Background: an optimization exercise with open tools, aiming at small area, a short achievable clock period and few clock cycles per item. Do not read the settings as production practice.
In this exercise RTL edits were held to simulation tests only and were not proved equivalent to the original.
Power and IR drop assume default switching activity.

File: design.v
module enc_blockizer (
    input  wire       clk,
    input  wire       rst,
    input  wire       in_valid,
    input  wire [7:0] in_data,
    input  wire       in_eos,
    output wire       in_ready,
    output wire       s0_valid,
    output wire [7:0] s0_data,
    output reg        s0_first,    
    output reg  [2:0] blk_m,       
    output reg  [4:0] blk_lm1,     
    input  wire       s0_fits,     
    output reg        all_done     
);
    localparam N = 35;
    reg [7:0]   f [0:N-1];
    reg [N-1:0] v;
    reg [4:0]   rem;       
    reg         rv;        
    reg [4:0]   r [0:7];   
    reg         eos_seen;
    assign s0_valid = v[0];
    assign s0_data  = f[0];
    assign in_ready = !v[N-1];
    reg [31:1] e [0:7];
    reg [4:0]  ra [0:7];
    integer t, j;
    always @(*) begin
        for (j = 1; j < 32; j = j + 1) begin
            e[0][j] = v[j + 2];
            for (t = 1; t < 8; t = t + 1)
                e[t][j] = e[t - 1][j] & ~(f[j + 1][8 - t] ^ f[j + 2][8 - t]);
        end
        for (t = 0; t < 8; t = t + 1) begin
            ra[t] = 5'd31;
            for (j = 31; j >= 1; j = j - 1)
                if (!e[t][j]) ra[t] = j - 1;
        end
    end
    function gt8;                
        input [7:0] x;
        input [7:0] y;
        integer i;
        begin
            gt8 = 1'b0;
            for (i = 0; i < 8; i = i + 1)
                gt8 = (x[i] & ~y[i]) | (~(x[i] ^ y[i]) & gt8);
        end
    endfunction
    function [7:0] mulc;         
        input [2:0] c;
        input [4:0] x;
        integer i;
        begin
            mulc = 8'd0;
            for (i = 0; i < 32; i = i + 1)
                if (x == i) mulc = c * i;
        end
    endfunction
    function decl_small;         
        input [2:0] c;
        input [2:0] x;
        input [2:0] bb;
        integer i, q;
        begin
            decl_small = 1'b0;
            for (i = 1; i < 7; i = i + 1)
                for (q = 0; q < 7; q = q + 1)
                    if (x == i && bb == q)
                        decl_small = (q * (i + 1) < c * i);
        end
    endfunction
    reg [6:1] ne;
    reg [7:1] nz, dec;
    reg [7:0] sc [1:7];
    reg [2:0] b  [1:7];
    integer a, u;
    always @(*) begin
        for (a = 1; a < 7; a = a + 1)
            ne[a] = (r[a + 1] != r[a]);
        for (a = 1; a < 8; a = a + 1)
            nz[a] = (r[a] != r[0]);
        for (a = 1; a < 8; a = a + 1) begin
            b[a] = 3'd0;
            for (u = 1; u < a; u = u + 1)
                if (ne[u]) b[a] = u;
            sc[a]  = mulc(a, r[a]);
            dec[a] = ((a == 7) || ne[a]) && nz[a] && (r[a] != 5'd0) &&
                     ((r[a][4:3] != 2'd0) || (r[a][2:0] == 3'd7) ||
                      decl_small(a, r[a][2:0], b[a]));
        end
    end
    reg [7:1] win;
    reg [4:0] res_lm1;
    reg [2:0] res_m;
    reg [2:0] fm;
    always @(*) begin
        for (a = 1; a < 8; a = a + 1) begin
            win[a] = dec[a];
            for (u = 1; u < 8; u = u + 1) begin
                if (u > a && dec[u] && !gt8(sc[a], sc[u])) win[a] = 1'b0;
                if (u < a && dec[u] &&  gt8(sc[u], sc[a])) win[a] = 1'b0;
            end
        end
        fm = 3'd0;
        for (a = 1; a < 8; a = a + 1)
            if (!nz[a]) fm = a;
        if (dec != 7'd0) begin
            res_lm1 = 5'd0;
            res_m   = 3'd0;
            for (a = 1; a < 8; a = a + 1)
                if (win[a]) begin
                    res_lm1 = res_lm1 | r[a];
                    res_m   = res_m | a;
                end
        end else begin
            res_lm1 = r[0];
            res_m   = (r[0] == 5'd0) ? 3'd0 : fm;
        end
    end
    wire remnz   = (rem != 5'd0);
    wire rem_ge2 = (rem[4:1] != 4'd0);
    wire rem_eq1 = (rem == 5'd1);
    wire r0nz    = (r[0] != 5'd0);
    wire s0_free = !v[0] || s0_fits;
    wire capture = rv && s0_free;
    wire take1   = v[1] && s0_free && (remnz || rv);
    wire dec2     = v[1] ? rem_ge2 : remnz;
    wire compact2 = &(~v[N-1:3] | v[N-2:2]);
    wire win2_ok  = (&v[33:2]) || (eos_seen && compact2 && v[2]);
    reg [N-1:1] mv;
    reg         hole;
    integer k;
    always @(*) begin
        mv[1] = take1;
        mv[2] = v[2] && (v[1] ? (s0_free && (rv ? win2_ok : (rem_ge2 || (rem_eq1 && win2_ok))))
                              : (remnz || win2_ok));
        hole  = !v[2];
        for (k = 3; k < N; k = k + 1) begin
            mv[k] = v[k] && (mv[2] || hole);
            hole  = hole || !v[k];
        end
    end
    wire arm = mv[2] && !dec2;
    wire in_acc  = in_valid && !v[N-1];
    wire free_n2 = !v[N-2] || mv[N-2];
    wire to_n2   = in_acc && free_n2;
    always @(posedge clk) begin
        if (mv[1]) f[0] <= rv ? f[1] : (f[1] << blk_m);
        for (k = 1; k < N - 2; k = k + 1)
            if (mv[k + 1]) f[k] <= f[k + 1];
        if (mv[N-1])    f[N-2] <= f[N-1];
        else if (to_n2) f[N-2] <= in_data;
        if (in_acc && !free_n2) f[N-1] <= in_data;
        if (capture) begin
            blk_m   <= res_m;
            blk_lm1 <= res_lm1;
        end
        if (take1)
            s0_first <= rv;
        if (arm)
            for (t = 0; t < 8; t = t + 1)
                r[t] <= ra[t];
    end
    always @(posedge clk) begin
        if (rst) begin
            v        <= {N{1'b0}};
            rem      <= 5'd0;
            rv       <= 1'b0;
            eos_seen <= 1'b0;
            all_done <= 1'b0;
        end else begin
            v[0] <= take1 || (v[0] && !s0_fits);
            for (k = 1; k < N - 2; k = k + 1)
                v[k] <= mv[k + 1] || (v[k] && !mv[k]);
            v[N-2] <= mv[N-1] || to_n2 || (v[N-2] && !mv[N-2]);
            v[N-1] <= (in_acc && !free_n2) || (v[N-1] && !mv[N-1]);
            if (capture)
                rem <= res_lm1;
            else if (take1)
                rem <= rem - 5'd1;
            rv <= (rv && !capture) || (arm && !(capture && r0nz));
            if (in_eos)
                eos_seen <= 1'b1;
            all_done <= eos_seen && (v == {N{1'b0}});
        end
    end
endmodule
module enc_packer (
    input  wire       clk,
    input  wire       rst,
    input  wire       s0_valid,
    input  wire [7:0] s0_data,
    input  wire       s0_first,
    input  wire [2:0] blk_m,
    input  wire [4:0] blk_lm1,
    output wire       s0_fits,
    input  wire       all_done,
    output reg        out_valid,
    output reg  [7:0] out_data,
    output reg        out_eos,
    input  wire       out_ready
);
    reg [23:0] acc;     
    reg [4:0]  cnt;     
    reg        le7;     
    reg        le15;    
    function [1:0] room;    
        input [4:0] c;
        begin
            room = {c[4:3] == 2'd0, !c[4]};
        end
    endfunction
    assign s0_fits = s0_first ? le7 : le15;
    wire take = s0_valid && s0_fits;
    wire [4:0]  w     = s0_first ? 5'd16 : (5'd8 - {2'd0, blk_m});
    wire [15:0] pushl = s0_first ? {blk_m, blk_lm1, s0_data} : {s0_data, 8'd0};
    wire [39:0] sh    = {pushl, 24'd0} >> cnt;
    wire [23:0] comb  = acc | (take ? sh[39:16] : 24'd0);
    wire [4:0]  cc    = cnt + (take ? w : 5'd0);
    wire        full  = cc[4:3] != 2'd0;
    wire [4:0]  cce   = full ? cc - 5'd8 : 5'd0;
    wire out_free = !out_valid || out_ready;
    wire emit     = out_free && (full || (all_done && cnt != 5'd0));
    always @(posedge clk) begin
        if (rst) begin
            acc       <= 24'd0;
            cnt       <= 5'd0;
            le7       <= 1'b1;
            le15      <= 1'b1;
            out_valid <= 1'b0;
            out_eos   <= 1'b0;
        end else begin
            if (emit) begin
                acc         <= {comb[15:0], 8'd0};
                cnt         <= cce;
                {le7, le15} <= room(cce);
            end else begin
                acc         <= comb;
                cnt         <= cc;
                {le7, le15} <= room(cc);
            end
            out_valid <= emit || (out_valid && !out_ready);
            out_eos   <= all_done && cnt == 5'd0 && !out_valid;
        end
    end
    always @(posedge clk)
        if (emit)
            out_data <= comb[23:16];
endmodule
module bitpack_enc (
    input  wire       clk,
    input  wire       rst,
    input  wire       in_valid,
    input  wire [7:0] in_data,
    input  wire       in_eos,
    output wire       in_ready,
    output wire       out_valid,
    output wire [7:0] out_data,
    output wire       out_eos,
    input  wire       out_ready
);
    wire       s0_valid;
    wire [7:0] s0_data;
    wire       s0_first;
    wire [2:0] blk_m;
    wire [4:0] blk_lm1;
    wire       s0_fits;
    wire       all_done;
    enc_blockizer u_blk (
        .clk(clk), .rst(rst),
        .in_valid(in_valid), .in_data(in_data), .in_eos(in_eos), .in_ready(in_ready),
        .s0_valid(s0_valid), .s0_data(s0_data), .s0_first(s0_first),
        .blk_m(blk_m), .blk_lm1(blk_lm1), .s0_fits(s0_fits), .all_done(all_done)
    );
    enc_packer u_pack (
        .clk(clk), .rst(rst),
        .s0_valid(s0_valid), .s0_data(s0_data), .s0_first(s0_first),
        .blk_m(blk_m), .blk_lm1(blk_lm1), .s0_fits(s0_fits), .all_done(all_done),
        .out_valid(out_valid), .out_data(out_data), .out_eos(out_eos), .out_ready(out_ready)
    );
endmodule
File: run.sh
#!/bin/bash
# synth_recipe.tcl (not shown) runs the flow's synth.tcl, then flattens the netlist and writes it again
# the make line also repeats each setting of config.mk as NAME=value (left out here)
make -C /OpenROAD-flow-scripts/flow DESIGN_CONFIG=/design/flow/config.mk WORK_HOME=/design/flow/orfs CLKGATE_MAP_FILE= SYNTH_SCRIPT=/design/flow/synth_recipe.tcl finish
File: config.mk
export PLATFORM = sky130hd
export DESIGN_NAME = bitpack_enc
export DESIGN_NICKNAME = bitpack_enc
export VERILOG_FILES = /design/flow/design.v
export SDC_FILE = /design/flow/constraint.sdc
export NUM_CORES = 4
export LEC_CHECK = 0
export CAP_MARGIN = 20
export CORE_MARGIN = 2
export CORE_UTILIZATION = 65
export PLACE_DENSITY = 0.85
export SLEW_MARGIN = 20
File: constraint.sdc
create_clock -name core_clock -period 13.0 [get_ports {clk}]
set_input_delay 2.6000 -clock core_clock [delete_from_list [all_inputs] [get_ports {clk}]]
set_output_delay 2.6000 -clock core_clock [all_outputs]
set_load 0.01 [all_outputs]
==> flow_summary.yaml, run 1 <==
cts:
  cts_setup_buffers: 0
  ctsResizeCount: 0
  cts_sinks: 413
  cts.clk_slew.worst_paths_ns: 0.06
  cts-hold-fix-buffers: 0
  clk_path_buf_depth: 3
  cts_made_buffers: 43
  htree_levels: 2
  clkLatencyLatePin_ns: 0.60
  root_buffer: "clkbuf_16"
  cts_tree: "done"
critical_path:
  reg2reg_to: "u_blk.rem[4]"
  crit_path_end_kind: "flop"
  crit_required_ns: 13.50
  rr_worst_depth: 16
  crit_fanout: 15
  regToRegStartpoint: "u_blk.r[7][0]"
  worstSetupPathType: "flop to flop"
  regToRegSetupSlack_ns: 8.60
  cp.arrival_ns: 4.91
  startpoint_type: "flop"
  crit_path_start: "u_blk.r[7][0]"
flow_run:
  drv_cap: 0
global_routing:
  globalRouteTotalUtil: 0.346
  antenna_found_initial: 0
  grt_max_degree: 68
  overflow: 0
  grt_pass1_vias: 20700
  grt_pass1_wl_mm: 113
min_path:
  hold_path.class: "flop to flop"
  holdPathStages: 0
  min_from: "u_blk.f[4][0]"
  hold_path_end: "u_blk.f[3][0]"
floorplan:
  initial_core_util: 0.660
  ioPinCount: 24
  core_um2: 39800
  die_x_um: 205
  die-area_um2: 42100
  die_h_um: 205
  placementRows: 73
synth:
  yosys-top-cells-area: "edfxtp_1 (38%), dfxtp_1 (5.8%), xnor2_1 (5.6%), ha_1 (5.0%), xor2_1 (4.3%)"
  synth_area_um2: 26300
  synthCells: 2731
  yosys.area.top_type: "edfxtp_1"
  synth-seq-cells: 413
  syn_avg_cell_area_um2: 9.63
  synth_edf_count: 337
  synth.net_count: 2851
  yosysUniqueCellTypes: 101
  yosysSeqAreaShare: 0.443
  synth-async-reset-ratio: 0
  synth_top_area_share: 0.385
  yosys_warnings: 9
  synth_flop_cell: "edfxtp_1"
timing:
  setup_tns_ns: 0
  max_freq_ghz: 0.227
  finalHoldViolCount: 0
  slew-limit-headroom: 0.201
  skew_ns: 0.0275
  worst_pin_slew_ns: 1.19
  grt_setup_unrepaired: "no"
  drv_slew: 0
  setup_viol: 0
  finalCriticalPeriod_ns: 4.40
  finalHoldWorstSlack_ns: 0.418
  period_share: 0.339
placed_design:
  port_buffers: 23
  dp.cells: 3142
  place_congestion: 0.957
  dp_hpwl_mm: 53.3
final_layout:
  final_cell_mix: "edfxtp_1 (337), nor2_1 (252), nand2_1 (206)"
  nNetsFinal: 2783
  areaGrowthSynthToFinish_pct: 6.74
  final_layout_size_suffix_gt1_frac: 0.0589
  final_common_cell: "edfxtp_1"
  fill_cells: 2882
  multi_input_area_um2: 13600
  final_cell_count_no_fill: 3223
  diodes: 0
  seq_area_um2: 11600
power_and_ir_drop:
  p_leak_nw: 9.64
  ir_worst_vdd_mv: 0.123
  total_power_mw: 2.71
  power_density_nw_per_um2: 96.6
route:
  vias: 21500
  avgRoutedWirePerCell_um: 22.4
  via_per_inst: 6.66
  firstDrtPassIters: 6
  drc: 0
  drtAntennaViolNets: 0
  drt-total-wl_mm: 72.3
  first_iter_violations: 2373
status:
  status: "finished clean"
how the worst max path moves through the flow:
stage,to,depth (start not counted)
floorplan,u_blk.r[0][0],8
global placement,u_blk.f[34][2],2
detailed placement,u_blk.f[34][0],2
CTS,u_blk.rem[0],16
global route,u_blk.rem[3],16
finish,u_blk.rem[4],16
layer usage:
layer  vias to the layer above  track usage  wire [um]  share of wire
met5                         -            0          0              0
met4                         0        0.162       3540          0.049
met1                     10300        0.442      28600           0.40
met2                      1099        0.572      34400           0.48
met3                       218       0.0622       5840          0.081
li1                       9880            -          -              -
cell families (layout without fill, tap and decap cells):
group           count (synthesis)  in the layout  share of synthesized area
buf+inv                       251            218                     0.0395
compound gates                633            633                      0.157
simple gates                  969            969                      0.185
xor+xnor                      297            297                     0.0992
fa+ha+maj                     107            107                     0.0512
flops                         413            413                      0.443
mux                            61             61                     0.0255
worst max-delay path, cell delays in order (launching register included):
cell and delay [ns]:
edfxtp_1 0.76, nor2b_1 0.11, o21ai_0 0.16, o21ai_0 0.12, xnor2_1 0.55, ha_1 0.37, a21oi_1 0.15, nor2b_1 0.06
o31a_1 0.27, o21ai_1 0.34, o22ai_1 0.20, nor4_4 0.55, a22oi_1 0.14, nand4_1 0.15, o22a_2 0.15, nor2_1 0.04
a211oi_1 0.21
layout make-up:
type	count	area share
Multi-Input combinational cell	2067	0.486
Sequential cell	413	0.415
Clock buffer	55	0.0414
Tap cell	525	0.0234
Inverter	103	0.0138
Timing Repair Buffer	35	0.0111
Clock inverter	25	0.00972
power by group:
group          leakage [nW]  switching [mW]  internal, mW
clock                 0.700           0.526         0.737
combinational          5.35          0.0131       0.00946
sequential             3.59         0.00647          1.42
total                  9.64           0.546          2.16
registers in the layout (all words and copies together), names as in the netlist:
name	flops
u_blk.all_done	1
u_blk.blk_lm1	5
u_blk.blk_m	3
u_blk.eos_seen	1
u_blk.f	280
u_blk.r	40
u_blk.rem	5
u_blk.rv	1
u_blk.s0_first	1
u_blk.v	35
u_pack.acc	24
u_pack.cnt	5
u_pack.le15	1
u_pack.le7	1
u_pack.out_data	8
u_pack.out_eos	1
u_pack.out_valid	1
Yosys cell counts (13+ instances only):
cell type	instances
ha_1	106
xor2_1	129
nand2_1	206
inv_1	100
a211oi_1	29
o21ai_0	116
buf_2	44
a21oi_1	201
a21boi_0	13
clkbuf_1	88
and3_1	55
edfxtp_1	337
mux2i_1	31
nand2b_1	16
nand3_1	112
or2_2	13
nor2_1	252
o21a_1	17
dfxtp_1	76
or3_1	37
o22ai_1	21
nand4_1	43
mux2_2	20
o211ai_1	28
xnor2_1	167
and2_1	30
nor4_1	23
nor2b_1	33
a31oi_1	40
nor3_1	90
a21o_1	30
stage by stage:
stage	util	setup WS, ns	cell area, um^2
final	0.705	8.60	28100
after global routing	0.705	8.33	28100
after CTS	0.704	8.68	28000
after detailed placement	0.668	8.52	26600
after global placement	0.668	8.69	26600
after floorplan	-	7.47	26300
Testbench counts, summed over its fixed seeds: cycles 34,920, items 31,210.
==> inputs of run 2 (changes only) <==
==> flow/run.sh (new file) <==
#!/bin/bash
# Standard layout (the standard.sh: standard synthesis and ORFS steps),
# with timing repair aiming for extra setup slack. Full make output goes to
# flow.log in this folder; ORFS writes each step's log under orfs/logs.
set -euo pipefail
bash standard.sh SETUP_SLACK_MARGIN=8 finish > flow.log 2>&1
==> standard.sh (new file) <==
#!/bin/bash
# synth_recipe.tcl (not shown) runs the flow's synth.tcl, then flattens the netlist and writes it again
# the make line also repeats each setting of config.mk as NAME=value (left out here)
make -C /OpenROAD-flow-scripts/flow DESIGN_CONFIG=/design/flow/config.mk WORK_HOME=/design/flow/orfs CLKGATE_MAP_FILE= SYNTH_SCRIPT=/design/flow/synth_recipe.tcl "${@:-finish}"
removed: run.sh
==> flow_summary.yaml, run 2 <==
status:
  status: "finished clean"
critical_path:
  crit_path_end_kind: "flop"
  path_delay_family: "compound AO/OA/AOI/OAI gates"
  cp.depth: 16
  crit_required_ns: 13.47
  slowest_stage: "edfxtp_1"
  cpPeakStageDelay_ns: 0.62
  startpoint_type: "flop"
  rr_worst_depth: 16
  cp.arrival_ns: 4.93
  crit_buf_inv: 0
  worstSetupPathType: "flop to flop"
  crit_path_cell_trace: "nor2b_1, o21ai_0, o21ai_0, xnor2_1, ha_1, a21oi_1, nor2b_1, o31a_1, o21ai_1, o22ai_1, nor4_4, a22oi_1, nand4_1, o22a_2, nor2_1, a211oi_1"
  crit_fanout: 13
cts:
  clk_path_buf_depth: 3
  cts-hold-fix-buffers: 0
  root_buffer: "clkbuf_16"
  cts_made_buffers: 44
  ctsResizeCount: 0
  cts.clk_slew.worst_paths_ns: 0.06
  htree_levels: 2
  cts_tree: "done"
  cts_setup_buffers: 0
  cts_sinks: 413
  clkLatencyLatePin_ns: 0.60
timing:
  finalHoldViolCount: 0
  max_freq_ghz: 0.224
  worst_pin_slew_ns: 1.18
  finalCriticalPeriod_ns: 4.46
  setup_viol: 0
  period_share: 0.343
  grt_setup_unrepaired: "no"
  skew_ns: 0.0391
  setup_tns_ns: 0
  drv_slew: 0
  slew-limit-headroom: 0.215
floorplan:
  initial_core_util: 0.660
  ioPinCount: 24
  placementRows: 73
  die_h_um: 205
  die-area_um2: 42100
  core_um2: 39800
  die_x_um: 205
synth:
  synth-seq-cells: 413
  yosys.area.top_type: "edfxtp_1"
  syn_avg_cell_area_um2: 9.63
  yosysUniqueCellTypes: 101
  synth_top_area_share: 0.385
  yosys-top-cells-area: "edfxtp_1 (38%), dfxtp_1 (5.8%), xnor2_1 (5.6%), ha_1 (5.0%), xor2_1 (4.3%)"
  post-synth-top-count-cell: "edfxtp_1"
  synth_area_um2: 26300
  synthCells: 2731
  synth.net_count: 2851
  yosys_warnings: 9
  synth_edf_count: 337
  yosysSeqAreaShare: 0.443
  synth_flop_cell: "edfxtp_1"
  synth_commonest_cells: "edfxtp_1 (337), nor2_1 (252), nand2_1 (206), a21oi_1 (201), xnor2_1 (167)"
  synth-async-reset-ratio: 0
power_and_ir_drop:
  p_leak_nw: 9.72
  ir_worst_vdd_mv: 0.145
  total_power_mw: 2.83
  power_density_nw_per_um2: 100
placed_design:
  place_congestion: 0.969
  port_buffers: 23
  dp_hpwl_mm: 54.0
route:
  via_per_inst: 6.73
  first_iter_violations: 2481
  avgRoutedWirePerCell_um: 22.9
  drt-total-wl_mm: 73.9
  firstDrtPassIters: 6
  drc: 0
  drtAntennaViolNets: 0
  vias: 21700
final_layout:
  reg_top3: "u_blk.f x280, u_blk.r x40, u_blk.v x35"
  areaGrowthSynthToFinish_pct: 7.44
  largest_reg_flops: 280
  final_common_cell: "edfxtp_1"
  final_layout_size_suffix_gt1_frac: 0.0619
  final_cell_mix: "edfxtp_1 (337), nor2_1 (252), nand2_1 (206)"
  nNetsFinal: 2782
  fill_cells: 2850
  regMostFlops: "u_blk.f"
flow_run:
  drv_cap: 0
global_routing:
  globalRouteTotalUtil: 0.353
  overflow: 0
  grt_pass1_vias: 20900
  grt_pass1_wl_mm: 115
  grt_max_degree: 68
  antenna_found_initial: 0
min_path:
  hold_path.class: "flop to flop"
  holdPathStages: 0
## run 2: kinds of logic after synthesis
logic type	count (synthesis)	share of synthesized area
buffers and inverters	251	0.0395
AND/OR/NAND/NOR	969	0.185
flip-flops	413	0.443
AO/OA/AOI/OAI	633	0.157
XOR/XNOR	297	0.0992
adder cells (fa/ha/maj)	107	0.0512
multiplexers	61	0.0255
## run 2: final cells by class
cell class | count | area (um^2) | area share
timing repair buffer | 33 | 300 | 0.0106
tap | 525 | 657 | 0.0233
clock buffer | 53 | 1210 | 0.0427
multi-input combinational | 2067 | 13700 | 0.483
sequential | 413 | 11600 | 0.412
inverter | 103 | 387 | 0.0137
clock inverter | 29 | 397 | 0.0140
antenna | 1 | 2.50 | 0.0000886
## run 2: report_power, final
group	switching (mW)	internal [mW]
clock network	0.555	0.830
logic	0.0132	0.00944
registers	0.00639	1.42
## run 2: worst paths after layout
check / startpoint / to / slack, ns
hold / removal: u_blk.f[4][0] / u_blk.f[3][0] / 0.42
setup reg to reg: u_blk.r[7][2] / u_blk.rem[3] / 8.54
hold reg to reg: u_blk.f[4][0] / u_blk.f[3][0] / 0.42
setup / recovery: u_blk.r[7][2] / u_blk.rem[3] / 8.54
## run 2: through the flow
stage	hold WS, ns	instances	instance area (um^2)	util	worst slack (ns)
after floorplan	0.400	2731	26300	-	8.91
after global placement	0.402	3140	26600	0.668	8.67
after detailed placement	0.405	3140	26600	0.668	8.57
after CTS	0.417	3222	28200	0.708	8.63
after global routing	0.433	3223	28200	0.709	8.27
final	0.417	3224	28200	0.709	8.54
## run 2: metal layers
| layer | GRT usage | up-vias | share of wire |
|---|---|---|---|
| met4 | 0.182 | 0 | 0.053 |
| met1 | 0.455 | 10300 | 0.39 |
| met2 | 0.581 | 1218 | 0.47 |
| met3 | 0.0503 | 253 | 0.087 |
| li1 | - | 9893 | - |
| met5 | 0 | - | 0 |
==> inputs of run 3 (changes only) <==
==> flow/run.sh (replaced) <==
#!/bin/bash
# Standard layout (the standard.sh: standard synthesis and ORFS steps),
# with timing repair aiming for extra setup slack. Full make output goes to
# flow.log in this folder; ORFS writes each step's log under orfs/logs.
set -euo pipefail
bash standard.sh SETUP_SLACK_MARGIN=9.6 finish > flow.log 2>&1
--- a/config.mk
+++ b/config.mk
@@ -7,6 +7,6 @@
 export LEC_CHECK = 0
 export CAP_MARGIN = 20
 export CORE_MARGIN = 2
-export CORE_UTILIZATION = 65
-export PLACE_DENSITY = 0.85
+export CORE_UTILIZATION = 55
+export PLACE_DENSITY = 0.8
 export SLEW_MARGIN = 20
==> flow_summary.yaml, run 3 <==
status:
  status: "finished clean"
synth:
  synthCells: 2731
  post-synth-top-count-cell: "edfxtp_1"
  synth-seq-cells: 413
  yosys_warnings: 9
  synth.net_count: 2851
  yosys.area.top_type: "edfxtp_1"
  synth_flop_cell: "edfxtp_1"
  yosysSeqAreaShare: 0.443
  yosys-top-cells-area: "edfxtp_1 (38%), dfxtp_1 (5.8%), xnor2_1 (5.6%), ha_1 (5.0%), xor2_1 (4.3%)"
  synth_edf_count: 337
  synth_area_um2: 26300
  synth-async-reset-ratio: 0
  syn_avg_cell_area_um2: 9.63
  synth_top_area_share: 0.385
  yosysUniqueCellTypes: 101
  synth_commonest_cells: "edfxtp_1 (337), nor2_1 (252), nand2_1 (206), a21oi_1 (201), xnor2_1 (167)"
critical_path:
  cp.arrival_ns: 1.12
  cp.depth: 1
  crit_buf_inv: 1
  path_delay_family: "flip-flops"
  crit_path_start: "u_pack.out_data[0]"
  crit_path_cell_trace: "buf_2"
  cpPeakStageDelay_ns: 0.39
  worstSetupPathType: "flop to primary output"
  regToRegStartpoint: "u_blk.r[6][2]"
  startpoint_type: "flop"
  regToRegSetupSlack_ns: 9.28
  crit_fanout: 1
  crit_required_ns: 10.40
  rr_worst_depth: 17
  crit_path_end_kind: "primary output"
  cp-endpoint: "out_data[0]"
  slowest_stage: "edfxtp_1"
  reg2reg_to: "u_blk.rem[0]"
cts:
  cts_sinks: 413
  htree_levels: 2
  clk_path_buf_depth: 3
  root_buffer: "clkbuf_16"
  cts_tree: "done"
  cts-hold-fix-buffers: 0
  cts_made_buffers: 43
  cts.clk_slew.worst_paths_ns: 0.06
  clkLatencyLatePin_ns: 0.60
final_layout:
  nNetsFinal: 2977
  final_common_cell: "edfxtp_1"
  areaGrowthSynthToFinish_pct: 18.9
  fill_cells: 3404
  regMostFlops: "u_blk.f"
  multi_input_area_um2: 15000
  final_layout_size_suffix_gt1_frac: 0.199
  largest_reg_flops: 280
  final_cell_mix: "edfxtp_1 (337), nor2_1 (234), nand2_1 (198)"
  design_area_um2: 31300
  reg_top3: "u_blk.f x280, u_blk.r x40, u_blk.v x35"
  seq_area_um2: 11700
floorplan:
  initial_core_util: 0.554
  core_um2: 47400
  placementRows: 80
  ioPinCount: 24
  die_h_um: 223
  die_x_um: 223
  die-area_um2: 49600
power_and_ir_drop:
  p_leak_nw: 10.9
  switchingPower_mw: 0.546
  comb_power_share: 0.010
  p_int_mw: 2.08
  switching_share: 0.208
  clockPowerShare: 0.448
  ir_worst_vdd_mv: 0.138
  power_density_nw_per_um2: 84.0
  pwr-share-seq: 0.542
timing:
  setup_viol: 0
  period_share: 0.286
  setup_tns_ns: 0
  finalCriticalPeriod_ns: 3.72
  drv_slew: 0
  slew-limit-headroom: 0.357
  skew_ns: 0.0447
  max_freq_ghz: 0.269
  finalHoldViolCount: 0
  finalHoldWorstSlack_ns: 0.419
  grt_setup_unrepaired: "yes"
  worst_pin_slew_ns: 0.961
  setup_slack_ns: 9.28
route:
  avgRoutedWirePerCell_um: 22.5
  drc: 0
  drt-total-wl_mm: 79.0
  vias: 22900
  firstDrtPassIters: 8
  via_per_inst: 6.52
  drtAntennaViolNets: 0
  first_iter_violations: 2465
global_routing:
  grt.met2_usage: 0.510
  top_usage_layer: "met2"
  globalRouteTotalUtil: 0.301
  grtUsageMet1: 0.361
  grt_pass1_wl_mm: 118
  grt_pass1_vias: 22000
  grt_max_degree: 68
  antenna_found_initial: 1
  grt.met3_usage: 0.0537
  overflow: 0
placed_design:
  port_buffers: 23
  placed_area_um2: 26800
  dp_slack_ns: 8.37
  dp_hpwl_mm: 53.1
  place_congestion: 0.959
flow_run:
  drv_cap: 0
min_path:
  hold_path.class: "flop to flop"
[run 3: cell types whose count changed in the layout (fill, tap and decap cells not counted), moves of 18 or more]
cell / delta
buf_4: +144
buf_6: +38
a21oi_1: -23
dfxtp_1: -23
dfxtp_2: +20
ha_1: -18
ha_4: +18
nor2_1: -18
o21ai_0: -18
[run 3: worst min-delay path by stage]
stage	startpoint	end	depth (start not counted)
3_3_place_gp	u_blk.f[2][0]	u_blk.f[1][0]	0
4_1_cts	u_blk.f[2][0]	u_blk.f[1][0]	0
2_1_floorplan	u_blk.f[11][0]	u_blk.f[10][0]	0
6_report	u_blk.f[11][0]	u_blk.f[10][0]	0
5_1_grt	u_blk.f[29][0]	u_blk.f[28][0]	0
3_5_place_dp	u_blk.f[2][0]	u_blk.f[1][0]	0
[run 3: what timing repair did]
action,in CTS,in global routing
gates resized for setup,224,168
buffers inserted,137,59
endpoints found under the hold margin,0,0
pin swaps,60,90
setup endpoints to repair,387,310
gates cloned,2,0
[run 3: power groups by stage]
| stage | sequential [mW] | combinational (mW) | clock (mW) |
|---|---|---|---|
| floorplan | 1.45 | 0.0154 | 0 |
| global placement | 1.45 | 0.0212 | 0 |
| detailed placement | 1.45 | 0.0219 | 0 |
| CTS | 1.42 | 0.0231 | 1.18 |
| global route | 1.42 | 0.0272 | 1.24 |
| finish | 1.42 | 0.0250 | 1.18 |
[run 3: area by class of cell]
type                    count  area share
inverters                 103      0.0125
multi-input cells        2068       0.481
clock buffers              50      0.0353
flip-flops and latches    413       0.374
repair buffers            228      0.0657
clock inverters            29     0.00717
diodes                      1   0.0000801
well taps                 615      0.0246
[run 3: routing by layer]
metal  share of wire  up-vias  routed length, um
li1                -    10300                  -
met1            0.37    11000              29500
met2            0.48     1244              38200
met3           0.081      359               6420
met4           0.061        0               4850
met5               0        -                  0
[run 3: per-stage QoR]
stage / total power [mW] / cells / util
after global placement: 1.47 / 3229 / 0.564
after global routing: 2.69 / 3506 / 0.659
after CTS: 2.63 / 3447 / 0.632
after floorplan: 1.46 / 2731 / -
after detailed placement: 1.47 / 3229 / 0.564
final: 2.63 / 3507 / 0.659
[run 3: kinds of logic (layout without fill, tap and decap cells)]
group,count (synthesis),after routing,synth area share
AO/OA/AOI/OAI,633,633,0.157
XOR/XNOR,297,297,0.0992
adder cells (fa/ha/maj),107,107,0.0512
buffers and inverters,251,410,0.0395
flip-flops,413,413,0.443
multiplexers,61,61,0.0255
other,0,1,0
AND/OR/NAND/NOR,969,970,0.185
==> inputs of run 4 (changes only) <==
==> flow/run.sh (replaced) <==
#!/bin/bash
# Standard layout (the standard.sh: standard synthesis and ORFS steps),
# with timing repair aiming for extra setup slack. Full make output goes to
# flow.log in this folder; ORFS writes each step's log under orfs/logs.
set -euo pipefail
bash standard.sh SETUP_SLACK_MARGIN=9 finish > flow.log 2>&1
==> flow_summary.yaml, run 4 <==
status:
  status: "finished clean"
floorplan:
  ioPinCount: 24
  die-area_um2: 49600
  die_x_um: 223
  placementRows: 80
  die_h_um: 223
  initial_core_util: 0.554
  core_um2: 47400
timing:
  finalCriticalPeriod_ns: 3.99
  max_freq_ghz: 0.251
  slew-limit-headroom: 0.293
  worst_pin_slew_ns: 1.06
  setup_viol: 0
  setup_tns_ns: 0
  skew_ns: 0.0383
  setup_slack_ns: 9.01
  finalHoldWorstSlack_ns: 0.418
  drv_slew: 0
  grt_setup_unrepaired: "no"
  period_share: 0.307
  finalHoldViolCount: 0
global_routing:
  grt_pass1_wl_mm: 113
  globalRouteTotalUtil: 0.288
  grt_pass1_vias: 20700
  antenna_found_initial: 0
  overflow: 0
  grt_max_degree: 68
synth:
  post-synth-top-count-cell: "edfxtp_1"
  synth-seq-cells: 413
  yosys.area.top_type: "edfxtp_1"
  synthCells: 2731
  synth_edf_count: 337
  yosys-top-cells-area: "edfxtp_1 (38%), dfxtp_1 (5.8%), xnor2_1 (5.6%), ha_1 (5.0%), xor2_1 (4.3%)"
  synth_top_area_share: 0.385
  synth_commonest_cells: "edfxtp_1 (337), nor2_1 (252), nand2_1 (206), a21oi_1 (201), xnor2_1 (167)"
  synth_area_um2: 26300
  syn_avg_cell_area_um2: 9.63
  yosysUniqueCellTypes: 101
  yosysSeqAreaShare: 0.443
  synth-async-reset-ratio: 0
  synth.net_count: 2851
  yosys_warnings: 9
  synth_flop_cell: "edfxtp_1"
cts:
  root_buffer: "clkbuf_16"
  cts.clk_slew.worst_paths_ns: 0.06
  htree_levels: 2
  cts_tree: "done"
  cts_sinks: 413
  clkLatencyLatePin_ns: 0.60
  clk_path_buf_depth: 3
  cts_made_buffers: 43
  cts-hold-fix-buffers: 0
final_layout:
  reg_top3: "u_blk.f x280, u_blk.r x40, u_blk.v x35"
  final_common_cell: "edfxtp_1"
  largest_reg_flops: 280
  nNetsFinal: 2862
  areaGrowthSynthToFinish_pct: 10.1
  finalCoreUtilization: 0.610
  final_layout_size_suffix_gt1_frac: 0.0967
  diodes: 0
  final_cell_mix: "edfxtp_1 (337), nor2_1 (250), nand2_1 (205)"
  regMostFlops: "u_blk.f"
route:
  first_iter_violations: 1895
  drtAntennaViolNets: 0
  via_per_inst: 6.35
  vias: 21500
  drc: 0
  firstDrtPassIters: 6
  drt-total-wl_mm: 73.4
  avgRoutedWirePerCell_um: 21.7
critical_path:
  crit_path_cell_trace: "inv_1, dlygate4sd2_1"
  startpoint_type: "flop"
  crit_fanout: 4
  crit_buf_inv: 2
  path_delay_family: "buffers and inverters"
  crit_required_ns: 10.40
  crit_path_end_kind: "primary output"
  worstSetupPathType: "flop to primary output"
  cpPeakStageDelay_ns: 0.34
  cp.arrival_ns: 1.39
  slowest_stage: "dfxtp_2"
power_and_ir_drop:
  power_density_nw_per_um2: 91.5
  total_power_mw: 2.65
  ir_worst_vdd_mv: 0.127
  p_leak_nw: 10.0
placed_design:
  dp_hpwl_mm: 54.5
  dp_slack_ns: 8.51
  place_congestion: 0.938
  port_buffers: 23
flow_run:
  drv_cap: 0
min_path:
  hold_path.class: "flop to flop"
-- run 4: cell counts after synthesis --
No cell type changed its count.
-- run 4: final timing paths --
path / from / end / slack (ns) / cells after the start
min: u_blk.f[20][0] / u_blk.f[19][0] / 0.42 / 0
max reg2reg: u_blk.r[1][2] / u_blk.blk_m[0] / 9.07 / 9
max: u_blk.v[34] / in_ready / 9.01 / 2
min reg2reg: u_blk.f[20][0] / u_blk.f[19][0] / 0.42 / 0
-- run 4: layout make-up --
class | count | area [um^2]
Sequential cell | 413 | 11600
Inverter | 103 | 387
Fill cell | 3827 | 18500
Timing Repair Buffer | 114 | 923
Tap cell | 615 | 769
Multi-Input combinational cell | 2067 | 13900
Clock buffer | 56 | 1140
Clock inverter | 19 | 204
-- run 4: metal layers --
| metal | global-route usage | up-vias | share of wire |
|---|---|---|---|
| li1 | - | 10100 | - |
| met1 | 0.349 | 10400 | 0.39 |
| met2 | 0.513 | 844 | 0.50 |
| met3 | 0.0399 | 232 | 0.061 |
| met4 | 0.123 | 0 | 0.046 |
| met5 | 0 | - | 0 |
-- run 4: power breakdown --
part	leakage (nW)	switching, mW	internal, mW
logic	5.76	0.0130	0.00941
registers	3.59	0.00596	1.42
clock network	0.657	0.532	0.669
total	10.0	0.551	2.10
-- run 4: what timing repair did --
item,in CTS,in global routing
gates resized for setup,28,34
pin swaps,1,10
setup endpoints to repair,119,298
setup buffers,27,51
-- run 4: logic make-up after synthesis --
kind of cell,Yosys count,synth area share
and+or+nand+nor,969,0.185
xor gates and xnor gates,297,0.0992
adders and majority gates,107,0.0512
muxes,61,0.0255
AOI/OAI and AO/OA,633,0.157
DFF,413,0.443
buffers and inverters,251,0.0395
-- run 4: worst reg2reg max path, stage by stage, from the launching register on --
cell      delay, ns
edfxtp_1       0.86
xnor2_1        0.21
nand3_1        0.09
nor3_1         0.60
or3_1          0.34
nand3_1        0.12
or4_1          0.72
o21bai_1       0.32
o21ai_0        0.35
a2111o_1       0.19
-- run 4: through the flow --
step,cells,instance area (um^2)
global placement,3234,26700
detailed placement,3234,26800
CTS,3336,28400
global route,3387,28900
finish,3387,28900
floorplan,2731,26300
==> inputs of run 5 (changes only) <==
--- a/design.v
+++ b/design.v
@@ -86,7 +86,7 @@
             for (u = 1; u < a; u = u + 1)
                 if (ne[u]) b[a] = u;
             sc[a]  = mulc(a, r[a]);
-            dec[a] = ((a == 7) || ne[a]) && nz[a] && (r[a] != 5'd0) &&
+            dec[a] = ((a == 7) || ne[a]) && nz[a] &&
                      ((r[a][4:3] != 2'd0) || (r[a][2:0] == 3'd7) ||
                       decl_small(a, r[a][2:0], b[a]));
         end
@@ -183,7 +183,7 @@
             rv <= (rv && !capture) || (arm && !(capture && r0nz));
             if (in_eos)
                 eos_seen <= 1'b1;
-            all_done <= eos_seen && (v == {N{1'b0}});
+            all_done <= eos_seen && (v[N-1:1] == {(N-1){1'b0}}) && (!v[0] || s0_fits);
         end
     end
 endmodule
@@ -242,7 +242,7 @@
                 {le7, le15} <= room(cc);
             end
             out_valid <= emit || (out_valid && !out_ready);
-            out_eos   <= all_done && cnt == 5'd0 && !out_valid;
+            out_eos   <= all_done && cnt == 5'd0 && (!out_valid || out_ready);
         end
     end
     always @(posedge clk)
==> flow_summary.yaml, run 5 <==
critical_path:
  worstSetupPathType: "flop to primary output"
  crit_buf_inv: 2
  regToRegStartpoint: "u_blk.v[13]"
  crit_required_ns: 10.40
  regToRegSetupSlack_ns: 9.10
  rr_worst_depth: 9
  reg2reg_to: "u_blk.f[32][2]"
  crit_path_cell_trace: "inv_2, dlygate4sd2_1"
  crit_path_start: "u_blk.v[34]"
  startpoint_type: "flop"
  slowest_stage: "dfxtp_2"
  cpPeakStageDelay_ns: 0.39
  cp.arrival_ns: 1.36
  crit_path_end_kind: "primary output"
  path_delay_family: "flip-flops"
  crit_fanout: 4
cts:
  root_buffer: "clkbuf_16"
  htree_levels: 2
  clk_path_buf_depth: 3
  clkLatencyLatePin_ns: 0.59
  cts-hold-fix-buffers: 0
  cts_sinks: 413
  cts_made_buffers: 44
  cts_tree: "done"
  cts.clk_slew.worst_paths_ns: 0.06
final_layout:
  final_cell_count_no_fill: 3445
  final_cell_mix: "edfxtp_1 (337), nand2_1 (231), nor2_1 (206)"
  final_layout_size_suffix_gt1_frac: 0.0905
  final_common_cell: "edfxtp_1"
  nNetsFinal: 2914
  regMostFlops: "u_blk.f"
  areaGrowthSynthToFinish_pct: 10.0
  multi_input_area_um2: 14200
  design_area_um2: 29300
  reg_top3: "u_blk.f x280, u_blk.r x40, u_blk.v x35"
  largest_reg_flops: 280
  fill_cells: 3884
  seq_area_um2: 11600
  finalCoreUtilization: 0.613
  diodes: 0
min_path:
  hold_path.class: "flop to flop"
  holdPathStages: 0
  hold_path_end: "u_blk.f[8][0]"
  min_from: "u_blk.f[9][0]"
placed_design:
  dp_hpwl_mm: 58.6
  dp_slack_ns: 8.50
  placed_area_um2: 27100
  place_congestion: 0.999
  dp.cells: 3303
  port_buffers: 23
synth:
  synth.net_count: 2920
  yosysUniqueCellTypes: 98
  synth_area_um2: 26600
  synth_edf_count: 337
  post-synth-top-count-cell: "edfxtp_1"
  yosys_warnings: 9
  synth-async-reset-ratio: 0
  synth-seq-cells: 413
  synthCells: 2800
  yosysSeqAreaShare: 0.437
  yosys-top-cells-area: "edfxtp_1 (38%), xnor2_1 (5.7%), dfxtp_1 (5.7%), ha_1 (5.0%), xor2_1 (3.8%)"
  synth_flop_cell: "edfxtp_1"
  synth_commonest_cells: "edfxtp_1 (337), nand2_1 (231), nor2_1 (211), a21oi_1 (193), xnor2_1 (174)"
  syn_avg_cell_area_um2: 9.51
  synth_top_area_share: 0.380
  yosys.area.top_type: "edfxtp_1"
timing:
  period_share: 0.305
  skew_ns: 0.0321
  drv_slew: 0
  setup_slack_ns: 9.04
  finalHoldWorstSlack_ns: 0.418
  max_freq_ghz: 0.252
  slew-limit-headroom: 0.287
  setup_viol: 0
  finalCriticalPeriod_ns: 3.96
  worst_pin_slew_ns: 1.06
  setup_tns_ns: 0
  finalHoldViolCount: 0
  grt_setup_unrepaired: "no"
global_routing:
  grt_pass1_wl_mm: 123
  grt_max_degree: 63
  overflow: 0
  grt_pass1_vias: 21500
  globalRouteTotalUtil: 0.310
  antenna_found_initial: 1
power_and_ir_drop:
  p_int_mw: 2.20
  power_density_nw_per_um2: 94.3
  total_power_mw: 2.76
  switching_share: 0.204
  clockPowerShare: 0.476
  switchingPower_mw: 0.565
  p_leak_nw: 9.95
  comb_power_share: 0.009
  ir_worst_vdd_mv: 0.109
  pwr-share-seq: 0.515
route:
  first_iter_violations: 2560
  avgRoutedWirePerCell_um: 22.8
  via_per_inst: 6.56
  vias: 22600
  firstDrtPassIters: 7
  drt-total-wl_mm: 78.5
  drc: 0
  drtAntennaViolNets: 0
floorplan:
  ioPinCount: 24
  die_x_um: 224
  die_h_um: 224
  die-area_um2: 50200
  core_um2: 47700
  placementRows: 80
  initial_core_util: 0.558
status:
  status: "finished clean"
flow_run:
  drv_cap: 0
run 5: changes by cell type after synthesis, sizes merged, moves of 14 or more:
cell / previous run / this run
nand2: 207 / 231
nor2: 253 / 213
xor2: 130 / 116
nand3: 112 / 155
and3: 55 / 40
inv: 102 / 116
run 5: layout make-up:
type / count / share of cell area
sequential: 413 / 0.398
tap: 615 / 0.0263
clock inverter: 18 / 0.00812
inverter: 118 / 0.0152
clock buffer: 64 / 0.0437
timing repair buffer: 96 / 0.0259
multi-input combinational: 2121 / 0.483
run 5: kinds of logic (layout without fill, tap and decap cells):
| family | after synthesis | count (layout) | share of synthesized area |
|---|---|---|---|
| mux | 47 | 47 | 0.0205 |
| fa+ha+maj | 107 | 107 | 0.0506 |
| buf+inv | 266 | 296 | 0.0407 |
| flops | 413 | 413 | 0.437 |
| compound gates | 658 | 658 | 0.162 |
| xor+xnor | 290 | 290 | 0.0957 |
| simple gates | 1019 | 1019 | 0.193 |
run 5: repair_timing:
action                                 4_1_cts  5_1_grt
setup endpoints to repair                  134      177
endpoints found under the hold margin        0        0
pin swaps                                    0        4
resized for setup                           36       25
cloned                                       0        0
buffers inserted                            12       47
run 5: power groups by stage:
stage	Combinational (mW)	Clock (mW)	Sequential, mW
after floorplan	0.0156	0	1.45
after global placement	0.0222	0	1.45
after detailed placement	0.0230	0	1.45
after CTS	0.0234	1.33	1.42
after global routing	0.0259	1.38	1.42
final	0.0238	1.31	1.42
run 5: worst max-delay path by stage:
stage | endpoint | slack, ns | cells after the start
2_1_floorplan | u_pack.out_data[0] | 9.20 | 4
3_3_place_gp | u_blk.blk_lm1[0] | 8.66 | 14
3_5_place_dp | u_blk.blk_lm1[0] | 8.50 | 14
4_1_cts | u_blk.blk_lm1[0] | 8.95 | 14
5_1_grt | u_blk.blk_lm1[2] | 8.99 | 15
6_report | in_ready | 9.04 | 2
run 5: per-layer routing:
metal,global-route usage,up-vias,part of all wire
met1,0.401,10800,0.40
met4,0.133,2,0.044
met2,0.515,1156,0.47
met3,0.0505,231,0.079
met5,0,-,0.00017
li1,-,10400,-
Testbench counts of run 5, summed over its fixed seeds: cycles 34,806, items 31,210.
==> inputs of run 6 (changes only) <==
--- a/config.mk
+++ b/config.mk
@@ -8,5 +8,6 @@
 export CAP_MARGIN = 20
 export CORE_MARGIN = 2
 export CORE_UTILIZATION = 55
+export CTS_BUF_LIST = sky130_fd_sc_hd__clkbuf_8
 export PLACE_DENSITY = 0.8
 export SLEW_MARGIN = 20
==> flow_summary.yaml, run 6 <==
synth:
  synth-seq-cells: 413
  post-synth-top-count-cell: "edfxtp_1"
  synthCells: 2800
  synth.net_count: 2920
  synth_area_um2: 26600
  yosysSeqAreaShare: 0.437
  yosys-top-cells-area: "edfxtp_1 (38%), xnor2_1 (5.7%), dfxtp_1 (5.7%), ha_1 (5.0%), xor2_1 (3.8%)"
  synth_commonest_cells: "edfxtp_1 (337), nand2_1 (231), nor2_1 (211), a21oi_1 (193), xnor2_1 (174)"
  synth_edf_count: 337
  yosys_warnings: 9
  synth-async-reset-ratio: 0
  synth_flop_cell: "edfxtp_1"
  yosys.area.top_type: "edfxtp_1"
  synth_top_area_share: 0.380
  yosysUniqueCellTypes: 98
  syn_avg_cell_area_um2: 9.51
power_and_ir_drop:
  clockPowerShare: 0.430
  switching_share: 0.226
  comb_power_share: 0.009
  power_density_nw_per_um2: 87.7
  switchingPower_mw: 0.575
  p_leak_nw: 9.92
  p_int_mw: 1.97
  pwr-share-seq: 0.560
  ir_worst_vdd_mv: 0.0979
critical_path:
  crit_path_start: "u_blk.v[34]"
  slowest_stage: "dfxtp_4"
  regToRegStartpoint: "u_blk.v[14]"
  crit_path_end_kind: "primary output"
  worstSetupPathType: "flop to primary output"
  crit_buf_inv: 2
  startpoint_type: "flop"
  path_delay_family: "flip-flops"
  crit_required_ns: 10.40
  crit_path_cell_trace: "inv_4, clkdlybuf4s15_2"
  cpPeakStageDelay_ns: 0.37
  cp.arrival_ns: 1.37
  crit_fanout: 4
timing:
  grt_setup_unrepaired: "no"
  skew_ns: 0.0534
  setup_tns_ns: 0
  finalCriticalPeriod_ns: 3.97
  finalHoldViolCount: 0
  worst_pin_slew_ns: 1.07
  slew-limit-headroom: 0.282
  drv_slew: 0
  setup_viol: 0
  period_share: 0.306
  max_freq_ghz: 0.252
cts:
  cts_tree: "done"
  cts_sinks: 413
  cts-hold-fix-buffers: 0
  cts_made_buffers: 72
  root_buffer: "clkbuf_8"
  htree_levels: 3
  clk_path_buf_depth: 3
  clkLatencyLatePin_ns: 0.69
  cts.clk_slew.worst_paths_ns: 0.06
final_layout:
  regMostFlops: "u_blk.f"
  final_cell_mix: "edfxtp_1 (337), nand2_1 (231), nor2_1 (206)"
  final_common_cell: "edfxtp_1"
  nNetsFinal: 2936
  final_layout_size_suffix_gt1_frac: 0.0949
  finalCoreUtilization: 0.607
  fill_cells: 3927
  areaGrowthSynthToFinish_pct: 8.95
  reg_top3: "u_blk.f x280, u_blk.r x40, u_blk.v x35"
  diodes: 0
  largest_reg_flops: 280
route:
  drt-total-wl_mm: 78.9
  via_per_inst: 6.54
  vias: 22800
  first_iter_violations: 2635
  drc: 0
  firstDrtPassIters: 6
  avgRoutedWirePerCell_um: 22.7
  drtAntennaViolNets: 0
global_routing:
  grt_pass1_wl_mm: 123
  overflow: 0
  grt_max_degree: 63
  globalRouteTotalUtil: 0.312
  antenna_found_initial: 0
  grt_pass1_vias: 21900
placed_design:
  port_buffers: 23
  dp_hpwl_mm: 58.6
  place_congestion: 0.999
min_path:
  min_from: "u_blk.f[13][0]"
  hold_path.class: "flop to flop"
floorplan:
  placementRows: 80
  die_x_um: 224
  core_um2: 47700
  initial_core_util: 0.558
  die_h_um: 224
  die-area_um2: 50200
  ioPinCount: 24
status:
  status: "finished clean"
flow_run:
  drv_cap: 0
run 6: cell type report:
class	instances	area [um^2]	share of cell area
clock buffer	75	1030	0.0356
sequential	413	11600	0.402
tap	615	769	0.0265
clock inverter	48	236	0.00815
timing repair buffer	90	717	0.0247
multi-input combinational	2121	14200	0.488
inverter	118	447	0.0154
run 6: kinds of logic (layout without fill, tap and decap cells):
family          after synthesis  count (layout)  share of synthesized area
compound gates              658             658                      0.162
mux                          47              47                     0.0205
buf+inv                     266             331                     0.0407
xor+xnor                    290             290                     0.0957
fa+ha+maj                   107             107                     0.0506
simple gates               1019            1019                      0.193
flops                       413             413                      0.437
run 6: path summary, 6_finish.rpt:
path / depth (start not counted) / slack, ns / to
hold / removal: 0 / 0.40 / u_blk.f[12][0]
setup reg to reg: 9 / 9.08 / u_blk.f[32][2]
hold reg to reg: 0 / 0.40 / u_blk.f[12][0]
setup / recovery: 2 / 9.03 / in_ready
run 6: layer usage:
layer  track usage  vias to the layer above  part of all wire
li1              -                    10400                 -
met1         0.400                    11000              0.40
met2         0.513                     1106              0.47
met3        0.0540                      251             0.078
met4         0.153                        0             0.048
met5             0                        -                 0
run 6: power groups by stage:
stage,registers (mW),clock network [mW],logic (mW)
final,1.42,1.09,0.0239
after global routing,1.42,1.16,0.0259
after CTS,1.42,1.11,0.0235
after detailed placement,1.45,0,0.0230
after global placement,1.45,0,0.0222
after floorplan,1.45,0,0.0156
run 6: per-stage QoR:
stage / std cells / setup slack (ns) / power [mW] / hold slack, ns / cell area, um^2
after global placement: 3303 / 8.66 / 1.47 / 0.401 / 27100
after global routing: 3480 / 8.95 / 2.61 / 0.423 / 29000
final: 3480 / 9.03 / 2.54 / 0.405 / 29000
after floorplan: 2800 / 9.20 / 1.47 / 0.400 / 26600
after detailed placement: 3303 / 8.50 / 1.48 / 0.405 / 27100
after CTS: 3440 / 8.96 / 2.56 / 0.407 / 28600
run 6: repair_timing:
item / CTS / global route
buffers inserted: 14 / 40
resized for setup: 41 / 28
endpoints found under the setup margin: 142 / 227
pin swaps: 0 / 4
==> inputs of run 7 (changes only) <==
--- a/config.mk
+++ b/config.mk
@@ -8,6 +8,7 @@
 export CAP_MARGIN = 20
 export CORE_MARGIN = 2
 export CORE_UTILIZATION = 55
-export CTS_BUF_LIST = sky130_fd_sc_hd__clkbuf_8
+export CTS_CLUSTER_DIAMETER = 80
+export CTS_CLUSTER_SIZE = 30
 export PLACE_DENSITY = 0.8
 export SLEW_MARGIN = 20
==> flow_summary.yaml, run 7 <==
cts:
  cts_sinks: 413
  cts.clk_slew.worst_paths_ns: 0.10
  root_buffer: "clkbuf_16"
  clk_path_buf_depth: 3
  cts_tree: "done"
  htree_levels: 1
  cts_made_buffers: 23
  clkLatencyLatePin_ns: 0.60
timing:
  drv_slew: 0
  worst_pin_slew_ns: 0.995
  setup_tns_ns: 0
  grt_setup_unrepaired: "yes"
  finalCriticalPeriod_ns: 3.96
  max_freq_ghz: 0.253
  skew_ns: 0.0458
  setup_viol: 0
  slew-limit-headroom: 0.332
  finalHoldViolCount: 0
  period_share: 0.305
global_routing:
  grt_pass1_vias: 21400
  grt_pass1_wl_mm: 121
  overflow: 0
  grt_max_degree: 63
  antenna_found_initial: 1
  globalRouteTotalUtil: 0.304
floorplan:
  die-area_um2: 50200
  die_h_um: 224
  ioPinCount: 24
  core_um2: 47700
  die_x_um: 224
  placementRows: 80
  initial_core_util: 0.558
synth:
  synth-async-reset-ratio: 0
  synthCells: 2800
  syn_avg_cell_area_um2: 9.51
  synth-seq-cells: 413
  post-synth-top-count-cell: "edfxtp_1"
  synth_edf_count: 337
  synth_area_um2: 26600
  yosysUniqueCellTypes: 98
  synth_flop_cell: "edfxtp_1"
  yosysSeqAreaShare: 0.437
  synth.net_count: 2920
  yosys.area.top_type: "edfxtp_1"
  yosys-top-cells-area: "edfxtp_1 (38%), xnor2_1 (5.7%), dfxtp_1 (5.7%), ha_1 (5.0%), xor2_1 (3.8%)"
  yosys_warnings: 9
  synth_commonest_cells: "edfxtp_1 (337), nand2_1 (231), nor2_1 (211), a21oi_1 (193), xnor2_1 (174)"
  synth_top_area_share: 0.380
status:
  status: "finished clean"
final_layout:
  reg_top3: "u_blk.f x280, u_blk.r x40, u_blk.v x35"
  final_common_cell: "edfxtp_1"
  regMostFlops: "u_blk.f"
  final_cell_count_no_fill: 3407
  final_layout_size_suffix_gt1_frac: 0.0831
  diodes: 0
  areaGrowthSynthToFinish_pct: 7.54
  nNetsFinal: 2895
  final_cell_mix: "edfxtp_1 (337), nand2_1 (231), nor2_1 (206)"
  design_area_um2: 28600
  largest_reg_flops: 280
power_and_ir_drop:
  ir_worst_vdd_mv: 0.121
  total_power_mw: 2.34
  switching_share: 0.218
  switchingPower_mw: 0.510
  clockPowerShare: 0.382
  pwr-share-seq: 0.608
  p_int_mw: 1.83
  p_leak_nw: 9.62
  comb_power_share: 0.010
  power_density_nw_per_um2: 81.7
route:
  drtAntennaViolNets: 0
  vias: 22400
  first_iter_violations: 2598
  drt-total-wl_mm: 77.6
  via_per_inst: 6.57
  drc: 0
  firstDrtPassIters: 5
  avgRoutedWirePerCell_um: 22.8
placed_design:
  port_buffers: 23
  dp.cells: 3303
  dp_hpwl_mm: 58.6
  place_congestion: 0.999
  placed_area_um2: 27100
critical_path:
  crit_required_ns: 10.40
  startpoint_type: "flop"
  cp.arrival_ns: 1.36
  crit_path_end_kind: "primary output"
  worstSetupPathType: "flop to primary output"
  crit_fanout: 4
flow_run:
  drv_cap: 0
min_path:
  hold_path.class: "flop to flop"
## run 7: cell counts after synthesis
Identical to the previous run, type by type.
## run 7: final timing paths
path / to / depth (start not counted) / start / slack [ns]
hold reg to reg: u_blk.f[10][0] / 0 / u_blk.f[11][0] / 0.42
setup reg to reg: u_blk.rem[4] / 15 / u_blk.r[5][3] / 9.11
setup / recovery: in_ready / 2 / u_blk.v[34] / 9.04
hold / removal: u_blk.f[10][0] / 0 / u_blk.f[11][0] / 0.42
## run 7: worst max-delay path: stages, from the launching register on
cell and delay, ns:
dfxtp_4 0.38, inv_2 0.12, clkdlybuf4s15_1 0.26
## run 7: per-layer routing
layer	global-route usage	wire [um]	part of all wire	vias up
met5	0	13	0.00017	-
met4	0.123	3350	0.043	2
met3	0.0401	5610	0.072	218
met2	0.512	37100	0.48	1066
met1	0.398	31500	0.41	10800
li1	-	-	-	10300
## run 7: power by group through the flow
stage                     combinational [mW]  clock, mW  sequential, mW
after floorplan                       0.0156          0            1.45
after CTS                             0.0233      0.902            1.42
after global placement                0.0222          0            1.45
final                                 0.0237      0.895            1.42
after global routing                  0.0258      0.943            1.42
after detailed placement              0.0230          0            1.45
## run 7: through the flow
step | util | hold WS [ns] | worst slack, ns
floorplan | - | 0.400 | 9.20
detailed placement | 0.568 | 0.405 | 8.50
finish | 0.600 | 0.419 | 9.04
global placement | 0.567 | 0.401 | 8.66
global route | 0.600 | 0.433 | 8.92
CTS | 0.589 | 0.419 | 8.97
## run 7: layout make-up
cell class | count | area, um^2
Fill cell | 3956 | 19100
Multi-Input combinational cell | 2121 | 14100
Sequential cell | 413 | 11600
Clock inverter | 17 | 234
Tap cell | 615 | 769
Timing Repair Buffer | 98 | 779
Clock buffer | 25 | 604
Inverter | 118 | 447
## run 7: cells by family after synthesis
group,count (synthesis),share of synthesized area
mux,47,0.0205
buf+inv,266,0.0407
compound gates,658,0.162
flops,413,0.437
fa+ha+maj,107,0.0506
simple gates,1019,0.193
xor+xnor,290,0.0957
## run 7: repair_timing
| action | CTS | global route |
|---|---|---|
| pin swaps | 0 | 5 |
| hold buffers | 0 | 0 |
| gates resized for setup | 34 | 29 |
| setup endpoints to repair | 131 | 185 |
| setup buffers | 14 | 48 |
==> inputs of run 8 (changes only) <==
--- a/config.mk
+++ b/config.mk
@@ -8,7 +8,7 @@
 export CAP_MARGIN = 20
 export CORE_MARGIN = 2
 export CORE_UTILIZATION = 55
-export CTS_CLUSTER_DIAMETER = 80
-export CTS_CLUSTER_SIZE = 30
+export CTS_CLUSTER_DIAMETER = 70
+export CTS_CLUSTER_SIZE = 22
 export PLACE_DENSITY = 0.8
 export SLEW_MARGIN = 20
==> flow_summary.yaml, run 8 <==
global_routing:
  grt_max_degree: 63
  antenna_found_initial: 0
  grt_pass1_vias: 21500
  grt_pass1_wl_mm: 122
  overflow: 0
  globalRouteTotalUtil: 0.305
final_layout:
  final_layout_size_suffix_gt1_frac: 0.0830
  fill_cells: 3973
  regMostFlops: "u_blk.f"
  final_cell_mix: "edfxtp_1 (337), nand2_1 (231), nor2_1 (206)"
  diodes: 0
  reg_top3: "u_blk.f x280, u_blk.r x40, u_blk.v x35"
  areaGrowthSynthToFinish_pct: 7.65
  nNetsFinal: 2894
  final_common_cell: "edfxtp_1"
  design_area_um2: 28700
  largest_reg_flops: 280
cts:
  root_buffer: "clkbuf_16"
  cts_made_buffers: 27
  cts_sinks: 413
  htree_levels: 1
  clkLatencyLatePin_ns: 0.60
  clk_path_buf_depth: 3
  cts_tree: "done"
  cts.clk_slew.worst_paths_ns: 0.09
power_and_ir_drop:
  ir_worst_vdd_mv: 0.149
  clockPowerShare: 0.392
  pwr-share-seq: 0.598
  power_density_nw_per_um2: 82.9
  total_power_mw: 2.38
  p_int_mw: 1.87
  switchingPower_mw: 0.505
  p_leak_nw: 9.65
  comb_power_share: 0.010
  switching_share: 0.213
placed_design:
  port_buffers: 23
  placed_area_um2: 27100
  dp_slack_ns: 8.50
  dp_hpwl_mm: 58.6
  place_congestion: 0.999
synth:
  synth_area_um2: 26600
  synth.net_count: 2920
  synth_flop_cell: "edfxtp_1"
  post-synth-top-count-cell: "edfxtp_1"
  yosysSeqAreaShare: 0.437
  synth_edf_count: 337
  synth_top_area_share: 0.380
  synth-seq-cells: 413
  yosys.area.top_type: "edfxtp_1"
  syn_avg_cell_area_um2: 9.51
  yosys-top-cells-area: "edfxtp_1 (38%), xnor2_1 (5.7%), dfxtp_1 (5.7%), ha_1 (5.0%), xor2_1 (3.8%)"
  synth-async-reset-ratio: 0
  synth_commonest_cells: "edfxtp_1 (337), nand2_1 (231), nor2_1 (211), a21oi_1 (193), xnor2_1 (174)"
  yosysUniqueCellTypes: 98
  synthCells: 2800
  yosys_warnings: 9
floorplan:
  ioPinCount: 24
  die_h_um: 224
  die-area_um2: 50200
  core_um2: 47700
  initial_core_util: 0.558
  die_x_um: 224
  placementRows: 80
timing:
  setup_viol: 0
  period_share: 0.304
  slew-limit-headroom: 0.290
  drv_slew: 0
  finalHoldWorstSlack_ns: 0.419
  setup_tns_ns: 0
  grt_setup_unrepaired: "no"
  skew_ns: 0.0370
  worst_pin_slew_ns: 1.06
  setup_slack_ns: 9.04
  finalHoldViolCount: 0
  finalCriticalPeriod_ns: 3.96
  max_freq_ghz: 0.253
critical_path:
  crit_path_end_kind: "primary output"
  cp.arrival_ns: 1.36
  startpoint_type: "flop"
  crit_path_cell_trace: "inv_2, clkdlybuf4s15_1"
  worstSetupPathType: "flop to primary output"
  path_delay_family: "flip-flops"
  crit_buf_inv: 2
  crit_required_ns: 10.40
  slowest_stage: "dfxtp_4"
  cpPeakStageDelay_ns: 0.38
  crit_fanout: 4
route:
  vias: 22400
  drc: 0
  firstDrtPassIters: 6
  avgRoutedWirePerCell_um: 22.7
  via_per_inst: 6.56
  drtAntennaViolNets: 0
  drt-total-wl_mm: 77.5
  first_iter_violations: 2484
status:
  status: "finished clean"
flow_run:
  drv_cap: 0
min_path:
  hold_path.class: "flop to flop"
## run 8: cell counts after synthesis
Identical to the previous run, type by type.
## run 8: cells by family (layout without fill, tap and decap cells)
group	Yosys count	after routing	share of synthesized area
xor+xnor	290	290	0.0957
simple gates	1019	1019	0.193
mux	47	47	0.0205
flops	413	413	0.437
buf+inv	266	261	0.0407
compound gates	658	658	0.162
fa+ha+maj	107	107	0.0506
## run 8: timing repair
| item | CTS | global route |
|---|---|---|
| endpoints found under the setup margin | 142 | 235 |
| gates resized for setup | 38 | 28 |
| pin swaps | 0 | 6 |
| cloned | 0 | 0 |
| hold buffers | 0 | 0 |
| buffers inserted | 15 | 42 |
## run 8: final cells by class
class                      instances  area, um^2  share of cell area
clock buffer                      31         722              0.0252
clock inverter                    19         186             0.00651
inverter                         118         444              0.0155
multi-input combinational       2121       14100               0.494
sequential                       413       11600               0.407
tap                              615         769              0.0269
timing repair buffer              93         738              0.0258
## run 8: stage by stage
stage,instances,utilization
after floorplan,2800,-
after detailed placement,3303,0.568
after global routing,3410,0.600
final,3410,0.600
after global placement,3303,0.567
after CTS,3368,0.591
## run 8: power groups by stage
stage | Sequential [mW] | Combinational [mW] | Clock, mW
after floorplan | 1.45 | 0.0156 | 0
after global placement | 1.45 | 0.0222 | 0
final | 1.42 | 0.0237 | 0.930
after detailed placement | 1.45 | 0.0230 | 0
after CTS | 1.42 | 0.0233 | 0.937
after global routing | 1.42 | 0.0257 | 0.981
## run 8: path summary, 6_finish.rpt
path / cells after the start / start / endpoint / slack (ns)
worst max-delay path: 2 / u_blk.v[34] / in_ready / 9.04
worst min-delay path: 0 / u_blk.f[32][0] / u_blk.f[31][0] / 0.42
worst max register to register: 16 / u_blk.r[3][1] / u_blk.rem[4] / 9.13
worst min register to register: 0 / u_blk.f[32][0] / u_blk.f[31][0] / 0.42
## run 8: routing by layer
metal | GRT usage | vias up | routed length [um]
li1 | - | 10300 | -
met1 | 0.398 | 10800 | 31600
met2 | 0.514 | 1036 | 36900
met3 | 0.0418 | 224 | 5580
met4 | 0.124 | 0 | 3520
met5 | 0 | - | 0

static timing again, ports no longer ideal:
No port has a modelled driver above. Below, the same layouts with a new extraction and two added sets of constraints.
Step 1: set_driving_cell puts a clkbuf_16 on clk and a buf_2 on each other input, an assumption about the parent block.
Step 2 moves the port delays by t, midway between the first and last clock arrival at a register: inputs arrive t later, outputs are due t later. That takes back most of the time a late clock gives input paths.
Slacks: ideal / step 1 / step 2; pairs: ideal / step 1.
run	t, ns	setup WS [ns]	worst setup path at the end	clock arrival spread, ns	pins driven straight from the clock port
run 1	0.640	8.598 / 8.598 / 8.598	register to register	0.028 / 0.028	1
run 2	0.632	8.541 / 8.541 / 8.541	register to register	0.041 / 0.040	1
run 3	0.632	9.285 / 9.231 / 9.064	input to register	0.044 / 0.044	1
run 4	0.639	9.012 / 8.957 / 8.637	input to register	0.039 / 0.039	1
run 5	0.632	9.036 / 8.981 / 8.568	input to register	0.032 / 0.032	1
run 6	0.712	9.027 / 8.975 / 8.571	input to register	0.053 / 0.054	1
run 7	0.637	9.040 / 8.983 / 8.587	input to register	0.047 / 0.048	1
run 8	0.639	9.044 / 8.989 / 8.583	input to register	0.038 / 0.038	1
After both steps every run listed still meets setup and hold. The setup slack of run 5, which loses most, moves by -0.055 ns with the drivers and by -0.468 ns with both steps.
